This is an optimization exercise on Yosys and OpenROAD, whose aim is small area, a short achievable clock period and few clock cycles, not a production implementation.
In this exercise RTL edits were held to simulation tests only and were not proved equivalent to the original.

==> job 1554 <==
// cu_compensate
module cu_compensate (
    input  wire               clk,
    input  wire               rst,
    input  wire               start,
    input  wire        [15:0] cal_t1,      
    input  wire signed [15:0] cal_t2,
    input  wire signed [15:0] cal_t3,
    input  wire        [15:0] cal_p1,      
    input  wire signed [15:0] cal_p2,
    input  wire signed [15:0] cal_p3,
    input  wire signed [15:0] cal_p4,
    input  wire signed [15:0] cal_p5,
    input  wire signed [15:0] cal_p6,
    input  wire signed [15:0] cal_p7,
    input  wire signed [15:0] cal_p8,
    input  wire signed [15:0] cal_p9,
    input  wire        [19:0] adc_t,
    input  wire        [19:0] adc_p,
    output reg                done,
    output wire               err,         
    output wire        [31:0] temp,        
    output wire        [31:0] press_q8,    
    output wire        [24:0] press_pa     
);
Settings: LEC_CHECK=0, CAP_MARGIN=20, CORE_MARGIN=2, CORE_UTILIZATION=40, SLEW_MARGIN=20; clock period 25.0 ns.
standard.sh (not shown) runs the stock make flow with config.mk's settings and CLKGATE_MAP_FILE= SYNTH_SCRIPT=/design/flow/synth_recipe.tcl, a recipe that flattens the netlist after the stock synthesis.
==> flow/flow/run.sh <==
#!/bin/bash
# Layout flow: the standard flow (standard.sh, standard synthesis unchanged) with four
# changes to how the layout is made: the port buffers are buf_1 cells instead of delay
# buffers, the timing repair steps aim for 18.5 ns of setup slack at the design's period,
# clock tree synthesis clusters up to 18 flip-flops per leaf buffer, and the repair after
# global routing estimates wires 20% heavier (flow/grt_rc.tcl).
# make's full output goes to flow.log; each ORFS step keeps its own log under orfs/logs.
set -uo pipefail
bash standard.sh BUFFER_PORTS_ARGS="-buffer_cell sky130_fd_sc_hd__buf_1" \
  SETUP_SLACK_MARGIN=18.5 CTS_CLUSTER_SIZE=18 CTS_CLUSTER_DIAMETER=100 \
  PRE_GLOBAL_ROUTE_TCL="$PWD/flow/grt_rc.tcl" finish > flow.log 2>&1
==> flow/flow/grt_rc.tcl <==
set_layer_rc -layer li1  -capacitance [expr 1.2 * 1.499e-04]   -resistance [expr 1.2 * 7.176e-02]
set_layer_rc -layer met1 -capacitance [expr 1.2 * 1.72375E-04] -resistance [expr 1.2 * 8.929e-04]
set_layer_rc -layer met2 -capacitance [expr 1.2 * 1.36233E-04] -resistance [expr 1.2 * 8.929e-04]
set_layer_rc -layer met3 -capacitance [expr 1.2 * 2.14962E-04] -resistance [expr 1.2 * 1.567e-04]
set_layer_rc -layer met4 -capacitance [expr 1.2 * 1.48128E-04] -resistance [expr 1.2 * 1.567e-04]
set_layer_rc -layer met5 -capacitance [expr 1.2 * 1.54087E-04] -resistance [expr 1.2 * 1.781e-05]
set_wire_rc -signal -layer met1
set_wire_rc -clock -layer met3
==> job 4219 (differences from job 1554) <==
--- a/flow/design.v
+++ b/flow/design.v
@@ -165,19 +165,20 @@
     reg  [2:0]  c_bsel;
     reg  [3:0]  c_k;
     reg  [3:0]  c_wb;
     wire        dneg_v;
     wire        dbig;         
     wire        q1, q2;
     reg  [5:0]  state_x;
-    always @(*) state_n = (state == S_IDLE && start) ? S_TC : state_x;
+    always @(*) state_n = (state == S_IDLE && start) ? S_TA : state_x;
     always @(*) begin
         state_x = state; j_n = j; pass2_n = pass2;
         case (state)
             S_IDLE: ;
+            S_TA:   state_x = S_TC;
             S_TC:   state_x = S_TB;
             S_TB:   state_x = S_TD;
             S_TD:   state_x = S_TDW;
             S_TDW:  state_x = S_TF;
             S_TF:   state_x = S_TE;
             S_TE:   begin state_x = S_XS; j_n = 2'd0; end         
             S_XS:   begin j_n = j + 2'd1; if (c_last) begin j_n = 2'd0; state_x = S_XSW; end end
@@ -242,16 +243,16 @@
                                                (cnt == 6'd16) ? state_x : S_DIVF) : state_x;
     wire        wvn = WV | (state == S_DIVF);
     wire        edn = wvn ? ew[j_n] : ed[j_n];
     always @(*) begin
         n_msel = M_ZERO; n_vxor = 1'b0; n_mneg = 2'd0; n_last = 1'b0;
         n_off = 2'd0; n_asel = A_ZERO; n_bsel = B_ZERO; n_k = K_NONE; n_wb = WB_NONE;
         case (state_d)
-            S_IDLE: begin n_msel = M_SLO; n_wb = WB_SA2S; end                   
-            S_TB: begin n_msel = M_CREG; n_bsel = B_B3; n_wb = WB_ACC; end        
+            S_TC: begin n_msel = M_SLO; n_wb = WB_SA2S; end
+            S_TB: begin n_msel = M_CREG2; n_bsel = B_B3; n_wb = WB_ACC; end
             S_TD: begin n_msel = M_CREG; n_asel = A_TV1; n_k = K_TD; n_wb = WB_PV1; end
             S_TF: begin n_msel = M_CREG; n_bsel = B_S20; n_wb = WB_V; end
             S_XS: begin
                 n_msel = M_VD; n_last = (j_n != 2'd0) && evn; n_off = j_n;
                 n_asel = (j_n == 2'd0) ? A_ZERO : A_ACC;
                 n_k = (j_n == 2'd0) ? K_XS0 : K_NONE;           
                 n_wb = n_last ? WB_XL : WB_ACC;
@@ -279,15 +280,15 @@
                 n_k = (j_n == 2'd0) ? K_MS0 : K_NONE;
                 n_wb = n_last ? WB_ML : WB_ACC;
             end
             S_PAF:  begin n_msel = M_CREG; n_wb = (state == S_DIVF) ? WB_VW : WB_D; end
             S_PAS0: begin n_msel = M_CREG; n_wb = WB_ACC; end
             S_PAS1: begin n_msel = M_CREG; n_off = 2'd1; n_asel = A_ACC; n_wb = WB_DCK; end
             S_PB: begin
-                n_msel = wvn ? M_VD : M_DD;                   
+                n_msel = wvn ? M_VH : M_DD;
                 if (pass2_n) begin
                     n_off = j_n; n_asel = A_ACC; n_last = edn;
                 end else begin
                     n_off = (j_n == 2'd0) ? 2'd0 : j_n - 2'd1;
                     n_asel = (j_n == 2'd0) ? A_ZERO : (j_n == 2'd1) ? A_DROP : A_ACC;
                     n_last = (j_n != 2'd0) && edn;
                 end
@@ -309,47 +310,48 @@
         c_mneg <= n_mneg; c_last <= n_last;
         c_off <= n_off; c_asel <= n_asel; c_bsel <= n_bsel; c_k <= n_k;
         if (rst) c_wb <= WB_NONE;
         else     c_wb <= n_wb;
     end
     wire last = c_last;
     wire mneg = c_mneg[0];
-    reg  [4:0]  jv;           
-    reg         vpc;          
+    reg  [3:0]  jv;           
     reg  [8:0]  mv;           
     reg         vxr;          
     always @(posedge clk) begin
-        jv  <= 5'd1 << ({1'b0, j_n} + ((state_d == S_PB && wvn) ? 3'd2 : 3'd0));
-        vpc <= n_vxor;
+        jv  <= 4'd1 << j_n;
         mv  <= 9'd1 << n_msel;
         vxr <= n_vxor & sgnQ;
     end
     wire [16:0] vdig0 = ({17{jv[0]}} & V[16:0])  | ({17{jv[1]}} & V[33:17])
-                      | ({17{jv[2]}} & V[50:34]) | ({17{jv[3]}} & V[67:51])
-                      | ({17{jv[4]}} & {{9{V[W-1]}}, V[W-1:68]});
-    wire        vsgn0 = (jv[0] & V[17]) | (jv[1] & V[34]) | (jv[2] & V[51]) | (jv[3] & V[68])
-                      | (jv[4] & V[W-1]);
+                      | ({17{jv[2]}} & V[50:34]) | ({17{jv[3]}} & V[67:51]);
+    wire        vsgn0 = (jv[0] & V[17]) | (jv[1] & V[34]) | (jv[2] & V[51]) | (jv[3] & V[68]);
     wire [16:0] vdig = vdig0 ^ {17{vxr}};
-    wire        vsgn = (WV & vpc) ? vxr : (vsgn0 ^ vxr);   
+    wire        vsgn = WV ? vxr : (vsgn0 ^ vxr);     
+    wire [16:0] hdig = ({17{jv[0]}} & V[50:34]) | ({17{jv[1]}} & V[67:51])
+                     | ({17{jv[2] | jv[3]}} & {{9{V[W-1]}}, V[W-1:68]});
+    wire        hsgn = (jv[0] & V[51]) | (jv[1] & V[68]) | ((jv[2] | jv[3]) & V[W-1]);
     wire [16:0] ddig = ({17{jv[0]}} & D[16:0])  | ({17{jv[1]}} & D[33:17])
                      | ({17{jv[2]}} & D[50:34]) | ({17{jv[3]}} & {{14{D[53]}}, D[53:51]});
     wire        dsgn = (jv[0] & D[17]) | (jv[1] & D[34]) | (jv[2] & D[51]) | (jv[3] & D[53]);
     wire [17:0] M = ({18{mv[M_CREG]}}  & CREG[17:0])
+                  | ({18{mv[M_CREG2]}} & {CREG[16:0], 1'b0})
                   | ({18{mv[M_FIVE]}}  & 18'd5)
-                  | ({18{mv[M_SLO]}}   & S[21:4])           
+                  | ({18{mv[M_SLO]}}   & S[17:0])
                   | ({18{mv[M_VD]}}    & {last & vsgn, vdig})
                   | ({18{mv[M_DD]}}    & {last & dsgn, ddig})
-                  | ({18{mv[M_ACC]}}   & {1'b0, ACC[16:0]});
+                  | ({18{mv[M_ACC]}}   & {1'b0, ACC[16:0]})
+                  | ({18{mv[M_VH]}}    & {last & hsgn, hdig});
     wire [43:0] cr_s = {{24{CREG[19]}}, CREG};
     wire [43:0] br_s = {{28{BREG[15]}}, BREG};
     wire [43:0] cr_z = {24'd0, CREG};
     reg  [43:0] bb;
     always @(*) begin
         case (c_bsel)
-            B_B3:  bb = b3 ? cr_s << 3 : 44'd0;
+            B_B3:  bb = b3 ? cr_s : 44'd0;
             B_S20: bb = br_s << 20;
             B_S17: bb = br_s << 17;
             B_ONE: bb = 44'd1;
             B_N14: bb = ~(cr_z << 14);                       
             B_ND:  bb = sgnQ ? ~{2'b00, D[41:0]} : 44'd0;   
             B_S14: bb = cr_s << 14;
             default: bb = 44'd0;
@@ -367,26 +369,24 @@
         endcase
     end
     wire [44:0] Ps, Pc;
     cu_booth_mul u_mul (.s(S), .m(M), .neg(mneg), .brow(brow), .cn(cn), .ps(Ps), .pc(Pc));
     reg [44:0] PSR, PCR;
     reg [3:0]  off2;          
     reg [5:0]  asel2;         
-    reg        ahi2;          
     reg [3:0]  wb2;
     reg [3:0]  k2;
     always @(posedge clk) begin
         PSR   <= Ps;
         PCR   <= Pc;
         off2  <= 4'd1 << c_off;
         asel2 <= 6'd1 << c_asel;
-        ahi2  <= (c_asel == A_ACC) | (c_asel == A_TV1);
         k2    <= c_k;
-        if (rst || state == S_IDLE) wb2 <= WB_NONE;    
-        else                        wb2 <= c_wb;
+        if (rst) wb2 <= WB_NONE;
+        else     wb2 <= c_wb;
     end
     wire [44:0] PSRs = {~PSR[44], PSR[43:0]};                  
     wire [W-1:0] Psp = ({W{off2[0]}} & {{31{~PSR[44]}}, PSRs})
                      | ({W{off2[1]}} & {{14{~PSR[44]}}, PSRs, 17'd0})
                      | ({W{off2[2]}} & {PSRs[41:0], 34'd0})
                      | ({W{off2[3]}} & {PSRs[24:0], 51'd0});
     wire [W-1:0] Pcp = ({W{off2[0]}} & {31'd0, PCR})
@@ -399,17 +399,17 @@
             K_TE:  ka = 76'd640128;
             K_XS0: ka = 76'd1 << 55;
             K_ZS0: ka = sgnZ ? (76'd1 << 33) - 76'd1 : 76'd0;
             K_MS0: ka = {75'd0, sgnQ};
             default: ka = 76'd0;
         endcase
     end
-    wire [W-1:0] Aterm = ({W{ahi2}}          & {ACC[W-1:14], 14'd0})
-                       | ({W{asel2[A_ACC]}}  & {{(W-14){1'b0}}, ACC[13:0]})
+    wire [W-1:0] Aterm = ({W{asel2[A_ACC]}}  & ACC)
                        | ({W{asel2[A_DROP]}} & {{17{ACC[W-1]}}, ACC[W-1:17]})
+                       | ({W{asel2[A_TV1]}}  & {ACC[W-4:11], 14'd0})
                        | ({W{asel2[A_C1]}}   & {ACC[W-12:8], 19'd0})
                        | ({W{asel2[A_N35]}}  & ~({{(W-16){BREG[15]}}, BREG} << 35))     
                        | ka;
     wire [W-1:0] T = Psp + Pcp + Aterm;
     wire Asame41 = (ACC[W-1:41] == {(W-41){ACC[W-1]}});
     wire Asame62 = (ACC[W-1:62] == {(W-62){ACC[W-1]}});
     reg  chk41, chk63;        
@@ -442,15 +442,16 @@
             C_P9: cin = {{4{cal_p9[15]}}, cal_p9};
             default: cin = adc_p;
         endcase
     end
     always @(*) begin
         csel = C_T1; cload = 1'b0;
         case (state)
-            S_IDLE: begin csel = C_T2; cload = start; end
+            S_IDLE: begin csel = C_T1; cload = start; end
+            S_TA:   begin csel = C_T2; cload = 1'b1; end
             S_TB:   begin csel = C_T3; cload = 1'b1; end
             S_TD:   begin csel = C_P2; cload = 1'b1; end
             S_TDW:  begin csel = C_P3; cload = 1'b1; end
             S_TF:   begin csel = C_P5; cload = 1'b1; end
             S_TE:   begin csel = C_P6; cload = 1'b1; end
             S_XSW:  begin csel = C_P4; cload = 1'b1; end
             S_NS:   begin csel = (j == 2'd0) ? C_AP : C_P9; cload = (j == 2'd0) | last; end
@@ -463,15 +464,15 @@
             S_PB:   begin csel = C_P7; cload = last & (pass2 | ~D_slow); end
             default: ;
         endcase
     end
     wire [W-1:0] Vsx = V ^ {W{sgnQ}};                
     wire [23:0]  ph_lo = {7'd0, Vsx[29:13]};
     wire [23:0]  ph_hi = Vsx[53:30];
-    wire [16:0]  a_in = {1'b0, adc_t[19:4]} - {1'b0, cal_t1};       
+    wire [16:0]  a_sub = {1'b0, S[15:0]} - {1'b0, CREG[15:0]};     
     always @(posedge clk) begin
         if (cload) begin
             CREG <= cin;
             BREG <= CREG[15:0];
         end
         state <= rst ? S_IDLE : state_n;
         j     <= j_n;
@@ -483,19 +484,20 @@
             sgnZ  <= 1'b0;            
             sgnN  <= 1'b0;
         end else begin
             done <= 1'b0;
             if ((chk41 && !Asame41) || (chk63 && !Asame62)) errp <= 1'b1;
             case (state)
                 S_IDLE: if (start) begin
-                    S  <= {{3{a_in[16]}}, a_in, 4'd0};            
+                    S  <= {8'd0, adc_t[19:4]};
                     b3 <= adc_t[3];
                     errp <= 1'b0;
                     WV <= 1'b0;
                 end
+                S_TA: S <= {{7{a_sub[16]}}, a_sub};
                 S_XSW: S <= {8'd0, cal_p1};                      
                 S_ZS: if (last) S <= TC;                         
                 S_NS: if (last) S <= 24'd3125;
                 S_MS: if (last) S <= TC;                         
                 S_MSW: cnt <= 6'd0;
                 S_DIVF: begin
                     cnt <= cnt + 6'd1;
@@ -552,15 +554,15 @@
                     errr <= 1'b1;
                     done <= 1'b1;
                 end
                 default: ;
             endcase
             case (wb2)
                 WB_ACC:  ACC <= T;
-                WB_SA2S: S <= T[39:16];                           
+                WB_SA2S: S <= T[35:12];
                 WB_PV1: begin
                     S <= T[37:14];
                     TC <= T[37:14];
                 end
                 WB_TC:   TC <= {6'd0, T[25:8]};
                 WB_V:    V <= T;
                 WB_XL: begin
==> flow/flow/run.sh (replaced) <==
#!/bin/bash
# Layout flow: the standard flow (standard.sh, standard synthesis unchanged) with three
# changes to how the layout is made: the port buffers are buf_1 cells instead of delay
# buffers, the timing repair steps aim for 18.5 ns of setup slack at the design's period,
# and clock tree synthesis clusters up to 18 flip-flops per leaf buffer.
# make's full output goes to flow.log; each ORFS step keeps its own log under orfs/logs.
set -uo pipefail
bash standard.sh BUFFER_PORTS_ARGS="-buffer_cell sky130_fd_sc_hd__buf_1" \
  SETUP_SLACK_MARGIN=18.5 CTS_CLUSTER_SIZE=18 CTS_CLUSTER_DIAMETER=100 finish > flow.log 2>&1
removed: flow/flow/grt_rc.tcl
==> results.sh <==
export IMPL_seq_power_mw=1.27
export IMPL_wl_met1_um=95500
export IMPL_p_clk_share_pct=7.1
export IMPL_utilization_pct=44.3
export IMPL_critical_path_max_stage_delay_ps=980
export IMPL_track_usage_pct=39.5
export IMPL_p_sw_mw=4.78
export IMPL_drive_gt1_share_pct=8.02
export IMPL_outcome="timing/DRC/antenna clean"
# the run above: job 4219

==> results.sh <==
export IMPL_seq_power_mw=1.34
export IMPL_p_sw_mw=6.26
export IMPL_reg2reg_slack_ps=18870
export IMPL_largest_cell_class="multi-input combinational cells"
export IMPL_utilization_pct=45.3
export IMPL_finalSetupViolCount=0
export IMPL_num_io_pins=326
export IMPL_outcome="timing/DRC/antenna clean"
export IMPL_critical_path_max_stage_delay_ps=360
export IMPL_track_usage_pct=40.2
export IMPL_drive_gt1_share_pct=10.6
# the run above: job 1554

Testbench counts of job 1554, summed over its fixed seeds: cycles 15,744.
Testbench counts of job 4219, summed over its fixed seeds: cycles 16,128.

==> static timing again, ports no longer ideal <==
The results above use ideal ports. As a check the final layouts listed here were re-extracted and re-timed, cells and wires unchanged.
Step 1 assumes that a clkbuf_16 drives the clock port and a buf_2 every other input.
Step 2 moves the port delays by t, midway between the first and last clock arrival at a register: inputs arrive t later, outputs are due t later. That takes back most of the time a late clock gives input paths.
a / b / c = no drivers / after step 1 / after step 2; a / b = the first two.
run	t (ns)	slack for setup (ns)	hold slack, ns	worst data-port slew with drivers (ns)	cell pins on the clock port's net
job 1554	0.701	17.934 / 17.968 / 17.268	0.405 / 0.405 / 0.405	0.09	1
job 4219	0.706	18.186 / 18.186 / 17.844	0.456 / 0.456 / 0.456	0.18	1
After both steps setup and hold are still met in every run listed. The setup slack of job 1554, which loses most, moves by +0.034 ns with the drivers and by -0.666 ns with both steps.
